From an optimization exercise on the open Yosys and OpenROAD flow, aimed at small area, a short achievable clock period and few clock cycles per item; shortcuts taken in it are not production practice.
The RTL was checked by simulation tests, not by an equivalence proof against the original design.
Power and IR drop assume default switching activity.

## flow/run.sh

```bash
#!/bin/bash
# synth_recipe.tcl (not shown) runs the flow's synth.tcl, then flattens the netlist and writes it again
# the make line also repeats each setting of config.mk as NAME=value (left out here)
make -C /OpenROAD-flow-scripts/flow DESIGN_CONFIG=/design/flow/config.mk WORK_HOME=/design/flow/orfs CLKGATE_MAP_FILE= SYNTH_SCRIPT=/design/flow/synth_recipe.tcl finish
```

## flow/design.v

```verilog
module fwi_arith (
    input  wire         clk,
    input  wire         rst,       
    input  wire         start,
    input  wire [2:0]   op,
    input  wire [247:0] a,
    input  wire [247:0] b,
    output wire         ready,
    output reg          done,
    output reg  [247:0] result,
    output reg          eq,
    output reg          lt
);
    localparam W = 248;
    localparam S_FIRST = 2'd0;
    localparam S_MSTEP = 2'd1;
    localparam S_ALIGN = 2'd2;
    localparam S_DSTEP = 2'd3;
    reg           busy;
    reg  [1:0]    st;
    reg           o_as, o_mul, o_div, o_cmp;    
    reg           cin;       
    reg  [W:0]    X;         
    reg  [W+3:0]  Y;         
    reg  [7:0]    cnt;       
    assign ready = ~busy;
    wire [63:0]   nzx, nzy;
    genvar gi;
    generate
        for (gi = 0; gi < 64; gi = gi + 1) begin : g_nz
            if (gi < 62) begin : g_x
                assign nzx[gi] = |X[4*gi+3:4*gi];
            end else begin : g_x62
                assign nzx[gi] = 1'b0;
            end
            if (gi < 63) begin : g_y
                assign nzy[gi] = |Y[4*gi+3:4*gi];
            end else begin : g_y63
                assign nzy[gi] = 1'b0;
            end
        end
    endgenerate
    reg  [63:0]   sfx;    
    integer       k;
    always @* begin
        sfx[63] = nzx[63];
        for (k = 62; k >= 0; k = k - 1)
            sfx[k] = sfx[k+1] | nzx[k];
    end
    reg           fits_r, fits8_r;
    wire [63:0]   nzy_nx = ((st == S_ALIGN) & fits8_r) ? {nzy[55:0], 8'd0}
                                                       : {nzy[62:0], 1'd0};
    wire          fits_nx  = ~|(nzy_nx & ~sfx);
    wire          fits8_nx = ~|(nzy_nx[55:0] & ~sfx[63:8]) & ~|nzy_nx[63:56];
    wire [30:0]   nza, nzb;
    wire [30:0]   fit_in;
    generate
        for (gi = 0; gi < 31; gi = gi + 1) begin : g_in
            assign nza[gi] = |a[8*gi+7:8*gi];
            assign nzb[gi] = |b[8*gi+7:8*gi];
            assign fit_in[gi] = ~nzb[gi] | (|nza[30:gi]);
        end
    endgenerate
    wire          fits_in = &fit_in;
    wire          d_lo = ~|Y[W+3:W];
    wire          mstep = (st == S_MSTEP);
    reg           s_one, s_two, s_inv;
    wire [W:0]    pp  = (({(W+1){s_one}} & Y[W:0]) | ({(W+1){s_two}} & {Y[W-1:0], 1'b0}))
                        ^ {(W+1){s_inv}};
    wire [W:0]    ap  = X ^ pp;
    wire [W:0]    ag  = X & pp;
    wire          aci = s_inv;
    reg  [255:0]  G, P;
    integer       i, l;
    always @* begin
        G = 256'd0;
        P = 256'd0;
        G[W:0] = ag;
        P[W:0] = ap;
        G[0] = ag[0] | (ap[0] & aci);
        for (l = 1; l < 256; l = l * 2)
            for (i = 0; i < 256; i = i + 1)
                if (((i / l) % 2) == 1) begin
                    G[i] = G[i] | (P[i] & G[(i / l) * l - 1]);
                    P[i] = P[i] & P[(i / l) * l - 1];
                end
    end
    wire [W:0]    sum  = ap ^ {G[W-1:0], aci};
    wire          neg  = sum[W];                  
    wire          x_eq = &ap[W-1:0];              
    wire          b_zero = ~|Y[W-1:0];
    wire          mul_next = ~rst & busy &
                             (((st == S_FIRST) & o_mul) | (mstep & |result[W-1:1]));
    wire [1:0]    nr  = (st == S_FIRST) ? (fits_r ? Y[1:0] : X[1:0]) : result[3:2];
    wire          ncp = (st == S_FIRST) ? 1'b0 : result[1];
    wire          cin_next = rst ? cin :
                             ~busy ? (start ? ((op != 3'd0) & (op != 3'd2)) : cin) :
                             ((st == S_DSTEP) & d_lo) ? ~neg : cin;
    always @(posedge clk) begin
        if (mul_next) begin
            s_one <= nr[0] ^ ncp;
            s_two <= (nr[1] & ~nr[0] & ~ncp) | (~nr[1] & nr[0] & ncp);
            s_inv <= nr[1];
        end else begin
            s_one <= 1'b1;
            s_two <= 1'b0;
            s_inv <= cin_next;
        end
    end
    always @(posedge clk) begin
        if (rst) begin
            busy <= 1'b0;
            done <= 1'b0;
        end else begin
            done <= 1'b0;
            if (!busy) begin
                if (start) begin
                    busy  <= 1'b1;
                    st    <= S_FIRST;
                    o_as  <= (op == 3'd0) | (op == 3'd1);
                    o_mul <= (op == 3'd2);
                    o_div <= (op == 3'd3);
                    o_cmp <= (op != 3'd0) & (op != 3'd1) & (op != 3'd2) & (op != 3'd3);
                    cin   <= (op != 3'd0) & (op != 3'd2);
                    X     <= {1'b0, a};
                    Y     <= {4'h0, b};
                    fits_r  <= fits_in;
                    fits8_r <= 1'b0;
                end
            end else begin
                case (st)
                    S_FIRST: begin
                        if (o_as) begin
                            result <= sum[W-1:0];
                            busy   <= 1'b0;
                            done   <= 1'b1;
                        end else if (o_cmp) begin
                            eq   <= x_eq;
                            lt   <= neg;
                            busy <= 1'b0;
                            done <= 1'b1;
                        end else if (o_mul) begin
                            if (fits_r) begin
                                result <= Y[W-1:0];
                                Y      <= {4'h0, X[W-1:0]};
                            end else begin
                                result <= X[W-1:0];
                            end
                            X     <= {(W+1){1'b0}};
                            st    <= S_MSTEP;
                        end else begin  
                            result  <= {W{1'b0}};
                            Y       <= {Y[W-1:0], 4'h0};
                            fits_r  <= fits_nx;
                            fits8_r <= fits8_nx;
                            cnt    <= 8'd4;
                            st     <= S_ALIGN;
                            if (b_zero | neg) begin
                                busy <= 1'b0;
                                done <= 1'b1;
                            end
                        end
                    end
                    S_MSTEP: begin
                        Y     <= {Y[W+1:0], 2'd0};
                        if (~|result[W-1:1]) begin
                            result <= sum[W-1:0];
                            busy   <= 1'b0;
                            done   <= 1'b1;
                        end else begin
                            result <= {2'd0, result[W-1:2]};
                            X      <= {1'b0, sum[W-1:0]};
                        end
                    end
                    S_ALIGN: begin
                        fits_r  <= fits_nx;
                        fits8_r <= fits8_nx;
                        if (fits8_r) begin
                            Y   <= {Y[W-29:0], 32'd0};
                            cnt <= cnt + 8'd32;
                        end else if (fits_r) begin
                            Y   <= {Y[W-1:0], 4'd0};
                            cnt <= cnt + 8'd4;
                        end else begin
                            Y   <= {1'b0, Y[W+3:1]};
                            cnt <= cnt - 8'd1;
                            st  <= S_DSTEP;
                        end
                    end
                    default: begin  
                        if (d_lo) begin
                            X   <= sum;
                            cin <= ~neg;
                        end
                        result <= {result[W-2:0], d_lo & ~neg};
                        Y      <= {1'b0, Y[W+3:1]};
                        cnt    <= cnt - 8'd1;
                        if (cnt == 8'd0) begin
                            busy <= 1'b0;
                            done <= 1'b1;
                        end
                    end
                endcase
            end
        end
    end
endmodule
```

## flow/constraint.sdc

```tcl
create_clock -name core_clock -period 10.0 [get_ports {clk}]
set_input_delay 2.0000 -clock core_clock [delete_from_list [all_inputs] [get_ports {clk}]]
set_output_delay 2.0000 -clock core_clock [all_outputs]
set_load 0.01 [all_outputs]
```

## flow/config.mk

```make
export PLATFORM = sky130hd
export DESIGN_NAME = fwi_arith
export DESIGN_NICKNAME = fwi_arith
export VERILOG_FILES = /design/flow/design.v
export SDC_FILE = /design/flow/constraint.sdc
export NUM_CORES = 4
export LEC_CHECK = 0
export CAP_MARGIN = 20
export CORE_MARGIN = 2
export CORE_UTILIZATION = 50
export PLACE_DENSITY = 0.65
export SETUP_SLACK_MARGIN = 5
export SLEW_MARGIN = 20
```

==> run_results.csv <==
group,metric,value,unit
global_route,grt_pass1_vias,68300,
logic_synthesis,synth_area_leader_cell,"edfxtp_1",
cells_and_area,area_delta_synth_final,23.5,%
timing,slew-limit-headroom,9.14,%
global_route,grt_pass1_wl,497000,um
critical_path,path_class,"primary input to register",
timing,period_share,53.6,%
cts,cts_tree,"yes",
floorplan,die_y,366,um
cells_and_area,drive_above_1_share,12.5,%
cells_and_area,final_nets,8556,
pwr,p_leak,28.5,nW
detailed_routing,first_pass_iters,9,
critical_path,cpLargestDelayFamily,"compound AO/OA/AOI/OAI gates",
logic_synthesis,synth-main-ff-cell,"edfxtp_1",
logic_synthesis,ys_types,90,
placed_design,hpwl,239000,um
global_route,grt-ovfl-total,0,
critical_path,crit_path_cell_trace,"clkdlybuf4s50_1, nor4_4, a211oi_2, nand3_2, nand3_1, a221oi_2, o211ai_1, a221oi_2, o21ai_1, buf_6, a31oi_4, nor3_4, o211ai_1",
cts,clock_sinks,772,
floorplan,rows,132,
logic_synthesis,syn_area,65600,um2
timing,hold_violations,0,
timing,finalCriticalPeriod,5.36,ns
min_path,holdCritPathClass,"register to register",
placed_design,placed_area,74000,um2
global_route,antenna_found_initial,19,
pwr,ir_worst_vdd,190,uV
floorplan,pin_count,754,
job,max-cap-violations,0,
logic_synthesis,ys_ff_latch,772,
placed_design,io_buffer_count,753,
pwr,power_density,284,nW/um2
placed_design,gp_congestion,1.03,
floorplan,die-area,134000,um2
floorplan,dieWidth,366,um
timing,tightest_slew,1.35,ns
detailed_routing,routed_wirelength,359000,um
critical_path,critPathArrivalTime,5.82,ns
placed_design,dpl.cell_count,9207,
critical_path,cp_slowest_stage_delay,0.57,ns
logic_synthesis,synth_most_common_cell,"a21oi_1",
timing,maxSlewViolCount,0,
logic_synthesis,async_flop_share,0,%
timing,rsz0062_at_grt,"yes",
detailed_routing,drt-vias-per-instance,7.73,
detailed_routing,drt_iter0_drc,15100,
critical_path,cp_max_fo,2,
timing,fmax,186,MHz
cts,clk_latency,0.75,ns
cells_and_area,fin_cells,9624,
critical_path,cp.buffers_inverters,2,
global_route,grt.total_usage,49.9,%
cts,cts_made_buffers,95,
run_status,status,"timing/DRC/antenna clean",
detailed_routing,vias,74400,
global_route,grt_max_degree,189,
logic_synthesis,yosys_warnings,1,
logic_synthesis,yosysTopAreaCellShare,35.1,%
timing,timing.hold.ws,0.559,ns
floorplan,core_area,130000,um2
timing,skew,0.0394,ns
cts,clk_pin_slew,0.06,ns
logic_synthesis,syn_area_per_cell,8.99,um2
critical_path,critPathLaunchType,"primary input",
detailed_routing,post_drt_wl_per_cell,37.4,um
timing,worst_slack,4.64,ns
timing,finalSetupTns,0,ns
cts,htreeDepth,3,
logic_synthesis,syn_inst,7296,
logic_synthesis,synth_nets,8058,
critical_path,crit_slowest_cell,"nor4_4",
critical_path,required,10.45,ns
floorplan,start_util,50.5,%
placed_design,dp_slack,2.50,ns
logic_synthesis,synth.area.top_cells,"edfxtp_1 (35%), a21oi_1 (6.3%), a22oi_1 (5.8%)",
logic_synthesis,synth_enable_flop_cells,767,
cts,root_buffer,"clkbuf_16",
timing,setup_viol_count_final,0,
detailed_routing,postRouteAntennaNets,0,
cells_and_area,stdcell_area,81000,um2
logic_synthesis,synth.top_cells.by_count,"a21oi_1 (822), edfxtp_1 (767), clkbuf_1 (634)",
critical_path,worstSetupEndpointType,"register",
logic_synthesis,synth-seq-area-share,35.3,%
cts,cts_max_path_buffers,3,
detailed_routing,drc,0,
-- metrics by stage --
step,total power (W),utilization [%]
floorplan,0.0137,-
global placement,0.0176,57.0
detailed placement,0.0177,57.0
CTS,0.0216,60.9
global route,0.0237,62.4
finish,0.0230,62.4
-- repair_timing --
item | CTS | global route
hold buffers | 0 | 0
pin swaps | 71 | 111
setup buffers | 107 | 97
resized for setup | 258 | 179
endpoints found under the setup margin | 651 | 392
gates cloned | 11 | 15
-- flip-flops by register name, indices dropped and copies added, names as in the netlist --
signal   count
eq           1
result     248
X          249
s_inv        1
Y          252
fits_r       1
o_mul        1
st           2
lt           1
s_two        1
fits8_r      1
cnt          8
done         1
o_cmp        1
cin          1
s_one        1
busy         1
o_as         1
-- path summary, 6_finish.rpt --
| check | startpoint | to | slack (ns) | cells after the start |
|---|---|---|---|---|
| worst max-delay path | b[4] | fits_r | 4.64 | 13 |
| worst min-delay path | cnt[0] | cnt[0] | 0.56 | 1 |
| worst max register to register | Y[127] | fits_r | 4.80 | 12 |
| worst min register to register | cnt[0] | cnt[0] | 0.56 | 1 |
-- cell families (layout without fill, tap and decap cells) --
kind of cell,count (synthesis),count (layout),synth area share (%)
other,0,13,0
AO/OA/AOI/OAI,2854,2856,30.7
multiplexers,275,275,4.49
AND/OR/NAND/NOR,1789,1789,13.2
XOR/XNOR,460,460,6.15
flip-flops,772,772,35.3
buffers and inverters,886,1457,5.18
adder cells (fa/ha/maj),260,260,5.05
-- where the power goes --
group	leakage [nW]	internal (W)	switching [W]	total, W
sequential	7.20	0.00457	0.00124	0.00581
clock	1.43	0.00190	0.00157	0.00347
combinational	19.9	0.00543	0.00833	0.0138
total	28.5	0.0119	0.0111	0.0230
-- routing by layer --
metal	GRT usage [%]	wire length [um]	vias up	part of all wire [%]
met3	17.7	56900	1698	16
met1	62.2	123000	35500	34
met4	36.2	32800	20	9.1
met2	71.4	147000	7385	41
met5	0	152	-	0.042
li1	-	-	29800	-
-- cell usage in the layout, fill, tap and decap left out, types with 115 or more instances in the layout --
master,instances
a221oi_1,115
mux2_2,153
clkdlybuf4s50_1,718
a21oi_1,802
o21ai_0,292
nor2_1,612
inv_1,156
nor4_1,242
xnor2_1,376
buf_4,293
mux2i_1,121
a22oi_1,499
a221o_1,292
edfxtp_1,767
ha_1,241
nand2_1,378
o2bb2ai_1,148
-- area by class of cell --
cell class | count | area [um2]
Clock inverter | 50 | 382
Inverter | 161 | 629
Antenna cell | 13 | 32.5
Multi-Input combinational cell | 5640 | 40700
Clock buffer | 122 | 2520
Timing Repair Buffer | 1124 | 11400
Tap cell | 1742 | 2180
Sequential cell | 772 | 23100
Fill cell | 11100 | 48800
Testbench counts, summed over its fixed seeds: cycles 36,290, items 1,920.

-- separate check: timing with driven ports --
The results above use ideal ports. As a check the final layout listed here was re-extracted and re-timed, cells and wires unchanged. Step 1 (the two cells are an assumption about what drives the block):
set clk [get_ports {clk}]
set_driving_cell -lib_cell sky130_fd_sc_hd__clkbuf_16 $clk
set_driving_cell -lib_cell sky130_fd_sc_hd__buf_2 [delete_from_list [all_inputs] $clk]
Step 2, shift: input delay + t, output delay - t, t = (earliest + latest rising clock arrival at the registers) / 2. This alone moves slack from input paths to output paths. Slacks: no drivers / after step 1 / after step 2; pairs: no drivers / after step 1.
shift t [ns]: 0.821
setup slack, ns: 4.637 / 4.707 / 3.886
hold WS [ns]: 0.559 / 0.559 / 0.559
After both steps this run still meets setup and hold. For this run, drivers alone change the setup slack by +0.070 ns; drivers and shift together by -0.751 ns.
